From an optimization exercise on the open Yosys and OpenROAD flow, aimed at small area, a short achievable clock period and few clock cycles; shortcuts taken in it are not production practice.
In this exercise RTL edits were held to simulation tests only and were not proved equivalent to the original.
Power is estimated from default activity; no workload was simulated.

// pwm_calc
module pwm_calc #(
    parameter [31:0] OSC_HZ     = 32'd10000000,
    parameter [15:0] PRESCALE   = 16'd16,
    parameter integer RES       = 8,
    parameter [15:0] FREQ_SCALE = 16'd100
) (
    input  wire        clk,
    input  wire        rst,
    input  wire        req_valid,
    input  wire        req_write,
    input  wire [7:0]  req_off,
    input  wire [31:0] req_data,
    output reg         resp_valid,
    output reg  [1:0]  resp_code,
    output reg  [31:0] resp_data
);
==> flow/config.mk <==
export PLATFORM = sky130hd
export DESIGN_NAME = pwm_calc
export DESIGN_NICKNAME = pwm_calc
export VERILOG_FILES = /design/flow/design.v
export SDC_FILE = /design/flow/constraint.sdc
export NUM_CORES = 4
export LEC_CHECK = 0
export CAP_MARGIN = 20
export CORE_MARGIN = 2
export CORE_UTILIZATION = 40
export SETUP_SLACK_MARGIN = 3.3
export SLEW_MARGIN = 20
==> flow/constraint.sdc <==
create_clock -name core_clock -period 8.0 [get_ports {clk}]
set_input_delay 1.6000 -clock core_clock [delete_from_list [all_inputs] [get_ports {clk}]]
set_output_delay 1.6000 -clock core_clock [all_outputs]
set_load 0.01 [all_outputs]
run.sh (not shown) runs the stock make flow with config.mk's settings and CLKGATE_MAP_FILE= SYNTH_SCRIPT=/design/flow/synth_recipe.tcl, a recipe that flattens the netlist after the stock synthesis.
The baseline went through all stages and came out clean.
Testbench counts at the start, summed over its fixed seeds: cycles 8,825.
Edit:
--- a/flow/config.mk
+++ b/flow/config.mk
@@ -7,2 +7,3 @@
 export LEC_CHECK = 0
+export ABC_CLOCK_PERIOD_IN_PS = 4000
 export CAP_MARGIN = 20
Final cell count stays the same.
Wire length stays the same.
Via count is unchanged.
Design area does not change.
Edit:
--- a/flow/config.mk
+++ b/flow/config.mk
@@ -7,3 +7,2 @@
 export LEC_CHECK = 0
-export ABC_CLOCK_PERIOD_IN_PS = 4000
 export CAP_MARGIN = 20
@@ -11,3 +10,2 @@
 export CORE_UTILIZATION = 40
-export SETUP_SLACK_MARGIN = 3.3
 export SLEW_MARGIN = 20
Outcome:
- The new run went through all stages and came out clean
- core utilization came out lower by 6.2 points
- final cell count drops by a few percent
- clock power went down by a little under a tenth
- synthesized area does not change

========
The RTL this note starts from:
==> flow/design.v <==
module pwm_calc #(
    parameter [31:0] OSC_HZ     = 32'd10000000,
    parameter [15:0] PRESCALE   = 16'd16,
    parameter integer RES       = 8,
    parameter [15:0] FREQ_SCALE = 16'd100
) (
    input  wire        clk,
    input  wire        rst,
    input  wire        req_valid,
    input  wire        req_write,
    input  wire [7:0]  req_off,
    input  wire [31:0] req_data,
    output reg         resp_valid,
    output reg  [1:0]  resp_code,
    output reg  [31:0] resp_data
);
    localparam [63:0] N     = OSC_HZ * FREQ_SCALE;           
    localparam [63:0] DSC   = 4 * PRESCALE;                   
    localparam integer DW   = RES + 3;                        
    localparam [63:0] K     = (2 * N) / DSC;                  
    localparam [31:0] FMIN  = (N + (DSC << RES) - 1) / (DSC << RES);  
    localparam [31:0] FMAX  = N / DSC;                        
    localparam [31:0] T1    = K / 3;
    localparam [31:0] T2    = K / 5;
    localparam [31:0] T3    = K / 7;
    localparam [31:0] T4    = K / 9;
    localparam [31:0] T16   = K / 33;
    localparam integer FW   = 22;                             
    function automatic le_const(input [31:0] x, input [31:0] c);
        integer i;
        begin
            le_const = 1'b1;
            for (i = 0; i < 32; i = i + 1)
                le_const = c[i] ? (!x[i] || le_const) : (!x[i] && le_const);
        end
    endfunction
    localparam [1:0] RESP_OKAY   = 2'd0;
    localparam [1:0] RESP_CMDERR = 2'd1;
    localparam [1:0] RESP_BUSERR = 2'd2;
    localparam [1:0] ERR_NONE    = 2'd0;
    localparam [1:0] ERR_RANGE   = 2'd1;
    localparam [1:0] ERR_NOINIT  = 2'd2;
    localparam [1:0] ERR_BADPCT  = 2'd3;
    reg [RES-1:0] period;    
    reg [DW-1:0]  duty;      
    reg [1:0]     err;
    reg           init;
    reg           duty_cur;
    reg           dv_busy;   
    reg           dv_first;  
    reg [2:0]     dv_cnt;    
    reg [FW-1:0]  dv_rem;
    reg [FW-1:0]  dv_f;
    reg [1:0]     p_code;    
    reg           du_busy;   
    reg [2:0]     du_j;      
    reg           du_b;      
    reg           du_last;   
    reg [4:0]     du_r;      
    reg [2:0]     pct_a;     
    reg [4:0]     pct_c;     
    wire off_f   = (req_off == 8'h00);
    wire off_p   = (req_off == 8'h04);
    wire off_per = (req_off == 8'h08);
    wire off_dut = (req_off == 8'h0C) || (req_off == 8'h10) || (req_off == 8'h14);
    wire mapped  = (req_off[1:0] == 2'b00) && (req_off <= 8'h28);
    wire f_in_range = !le_const(req_data, FMIN - 1) && le_const(req_data, FMAX);
    wire pct_ok     = le_const(req_data, 32'd100);
    wire stall = req_write ? ((off_f && (dv_busy || du_busy)) ||
                              (off_p && (du_busy || (dv_busy && !dv_first))))
                           : ((off_per && dv_busy) || (off_dut && du_busy));
    reg [31:0] rd_data;
    always @(*) begin
        case (req_off)
            8'h08:   rd_data = {{(32-RES){1'b0}}, period};
            8'h0C:   rd_data = {{(32-DW){1'b0}}, duty};
            8'h10:   rd_data = {{(32-DW+2){1'b0}}, duty[DW-1:2]};
            8'h14:   rd_data = {30'd0, duty[1:0]};
            8'h18:   rd_data = {28'd0, duty_cur, init, err};
            8'h1C:   rd_data = OSC_HZ;
            8'h20:   rd_data = {16'd0, PRESCALE};
            8'h24:   rd_data = RES;
            8'h28:   rd_data = {16'd0, FREQ_SCALE};
            default: rd_data = 32'd0;
        endcase
    end
    always @(*) begin
        resp_valid = req_valid && !stall;
        resp_data  = req_write ? 32'd0 : rd_data;
        resp_code[1] = !mapped || (req_write && !off_f && !off_p);
        resp_code[0] = req_write && ((off_f && !f_in_range) ||
                                     (off_p && (!init || !pct_ok)));
    end
    wire accept = req_valid && !stall;
    wire do_f   = accept && req_write && off_f;
    wire do_p   = accept && req_write && off_p;
    wire ge1  = le_const(req_data, T1);
    wire ge2  = le_const(req_data, T2);
    wire ge3  = le_const(req_data, T3);
    wire ge4  = le_const(req_data, T4);
    wire ge16 = le_const(req_data, T16);
    wire [24:0] h_full = (K[24:0] - {3'b0, req_data[FW-1:0]}) >> 1;
    wire [FW:0]   dv_sh   = {dv_rem, period[RES-1]};
    wire [FW+1:0] dv_diff = {1'b0, dv_sh} - {2'b0, dv_f};
    wire          dv_fit  = !dv_diff[FW+1];
    wire [5:0] du_c12  = {1'b0, pct_c} + 6'd12;
    wire [6:0] du_c212 = {1'b0, pct_c, 1'b0} + 7'd12;
    wire [6:0] du_k    = du_last ? (du_b ? du_c212 : {1'b0, du_c12})
                                 : (du_b ? {2'b0, pct_c} : 7'd0);
    wire [3:0] du_a    = (du_last && du_b) ? {pct_a, 1'b0} :
                         (du_last || du_b) ? {1'b0, pct_a} : 4'd0;
    wire [6:0] du_t    = {1'b0, du_r, 1'b0} + du_k;            
    wire [2:0] du_q    = (du_t >= 7'd100) ? 3'd4 : (du_t >= 7'd75) ? 3'd3 :
                         (du_t >= 7'd50)  ? 3'd2 : (du_t >= 7'd25) ? 3'd1 : 3'd0;
    wire [6:0] du_rn   = du_t - du_q * 7'd25;
    wire [DW-1:0] du_x  = {duty[DW-2:0], 1'b0} + {{(DW-4){1'b0}}, du_a};
    wire [DW-4:0] du_xi = du_x[DW-1:3] + 1'b1;
    wire [3:0]    du_lo = {1'b0, du_x[2:0]} + {1'b0, du_q};
    wire [DW-1:0] du_qn = {du_lo[3] ? du_xi : du_x[DW-1:3], du_lo[2:0]};
    wire [6:0] pct_in = req_data[6:0];
    wire [2:0] pa_in  = (pct_in >= 7'd100) ? 3'd4 : (pct_in >= 7'd75) ? 3'd3 :
                        (pct_in >= 7'd50)  ? 3'd2 : (pct_in >= 7'd25) ? 3'd1 : 3'd0;
    wire [4:0] pc_in  = pct_in - pa_in * 7'd25;
    wire [2:0] p_top  = (p_code == 2'd3) ? 3'd7 : (p_code == 2'd2) ? 3'd3 :
                        (p_code == 2'd1) ? 3'd1 : 3'd0;
    wire       p_one  = (p_code == 2'd0);
    wire       p_topb = period[p_top] && !p_one;
    wire [2:0] p_next = p_one ? 3'd0 : p_top - 1'b1;
    wire [2:0] b_idx  = du_busy ? du_j - 1'b1 : p_next;
    always @(posedge clk) begin
        if (dv_busy) begin
            dv_rem <= dv_fit ? dv_diff[FW-1:0] : dv_sh[FW-1:0];
            dv_cnt <= dv_cnt - 1'b1;
        end else begin
            dv_rem <= ge16 ? {{(FW-17){1'b0}}, h_full[24:8]} : {1'b0, h_full[24:4]};
            dv_cnt <= ge16 ? 3'd7 : 3'd3;
            dv_f   <= req_data[FW-1:0];
        end
        if (du_busy) begin
            du_r    <= du_rn[4:0];
            du_j    <= du_j - 1'b1;
            du_last <= (du_j == 3'd1);
        end else begin
            du_r  <= (p_topb && !dv_busy) ? pc_in : 5'd0;
            du_j  <= dv_busy ? p_top : p_next;
            du_last <= dv_busy ? 1'b0 : (p_next == 3'd0);
            pct_a <= pa_in;
            pct_c <= pc_in;
        end
        du_b <= dv_busy ? dv_fit : period[b_idx];
    end
    always @(posedge clk) begin
        if (rst) begin
            period   <= {RES{1'b0}};
            duty     <= {DW{1'b0}};
            err      <= ERR_NONE;
            init     <= 1'b0;
            duty_cur <= 1'b0;
            dv_busy  <= 1'b0;
            dv_first <= 1'b0;
            du_busy  <= 1'b0;
        end else begin
            if (dv_busy) begin
                period   <= {period[RES-2:0], dv_fit};
                dv_first <= 1'b0;
                if (dv_cnt == 3'd0) dv_busy <= 1'b0;
            end
            if (du_busy) begin
                duty <= du_qn;
                if (du_last) du_busy <= 1'b0;
            end
            if (do_f) begin
                if (!f_in_range) begin
                    err <= ERR_RANGE;
                end else begin
                    err      <= ERR_NONE;
                    init     <= 1'b1;
                    duty_cur <= 1'b0;
                    if (!ge4) begin
                        period <= {{(RES-2){1'b0}}, ge2, ge1 ^ ge2 ^ ge3};
                        p_code <= {1'b0, ge2};
                    end else begin
                        period   <= ge16 ? h_full[7:0] : {h_full[3:0], 4'b0};
                        dv_busy  <= 1'b1;
                        dv_first <= 1'b1;
                        p_code   <= ge16 ? 2'd3 : 2'd2;
                    end
                end
            end
            if (do_p) begin
                if (!init) begin
                    err <= ERR_NOINIT;
                end else if (!pct_ok) begin
                    err <= ERR_BADPCT;
                end else begin
                    err      <= ERR_NONE;
                    duty_cur <= 1'b1;
                    du_busy  <= 1'b1;
                    duty <= (p_topb && !dv_busy) ? {{(DW-3){1'b0}}, pa_in} : {DW{1'b0}};
                end
            end
        end
    end
endmodule
clock: 8.0 ns
lec_check: 0
cap_margin: 20
core_margin: 2
core_utilization: 40
cts_buf_list: sky130_fd_sc_hd__clkbuf_4 sky130_fd_sc_hd__clkbuf_8
setup_slack_margin: 3.2
slew_margin: 20
The baseline finished with timing, DRC and antenna clean.
Testbench counts at the start, summed over its fixed seeds: cycles 8,596.
Change:
SETUP_SLACK_MARGIN = 3.15   (was 3.2)
The changed run finished with timing, DRC and antenna clean.
Setup slack gains 0.053 ns.
Power shrinks by a little under a tenth.
Non-clock buffer count goes down by 22.
Synthesized area is unchanged.
Core utilization came out lower by 1.1 points.
Die area is unchanged.
Maximum frequency rose slightly.
Flip-flop and latch count stays the same.
Cell area shrinks by a few percent.
Routed wire length shrinks by a few percent.

[afterwards: timing with drivers on the ports]
The flow's constraints put no driver on any port. The routed layouts listed below were extracted and timed again, unchanged, in two steps. Step 1: set_driving_cell puts a clkbuf_16 on clk and a buf_2 on each other input, an assumption about the parent block. Step 2, shift: input delay + t, output delay - t, t = (earliest + latest rising clock arrival at the registers) / 2. This alone moves slack from input paths to output paths. Slacks: ideal / step 1 / step 2; pairs: ideal / step 1.
run | shift t [ns] | setup slack, ns | worst hold slack (ns) | pins driven straight from the clock port
the first run of note 1 | 0.392 | 2.231 / 2.231 / 2.231 | 0.478 / 0.478 / 0.478 | 1
the second run of note 1 | 0.392 | 2.231 / 2.231 / 2.231 | 0.478 / 0.478 / 0.478 | 1
the third run of note 1 | 0.392 | 1.450 / 1.450 / 1.450 | 0.478 / 0.478 / 0.478 | 1
the first run of note 2 | 0.418 | 3.097 / 3.013 / 2.749 | 0.391 / 0.391 / 0.391 | 1
the second run of note 2 | 0.413 | 3.150 / 3.087 / 3.087 | 0.386 / 0.386 / 0.386 | 1
After both steps every run listed still meets setup and hold. For the first run of note 2, which loses most, drivers alone change the setup slack by -0.084 ns; drivers and shift together by -0.348 ns.
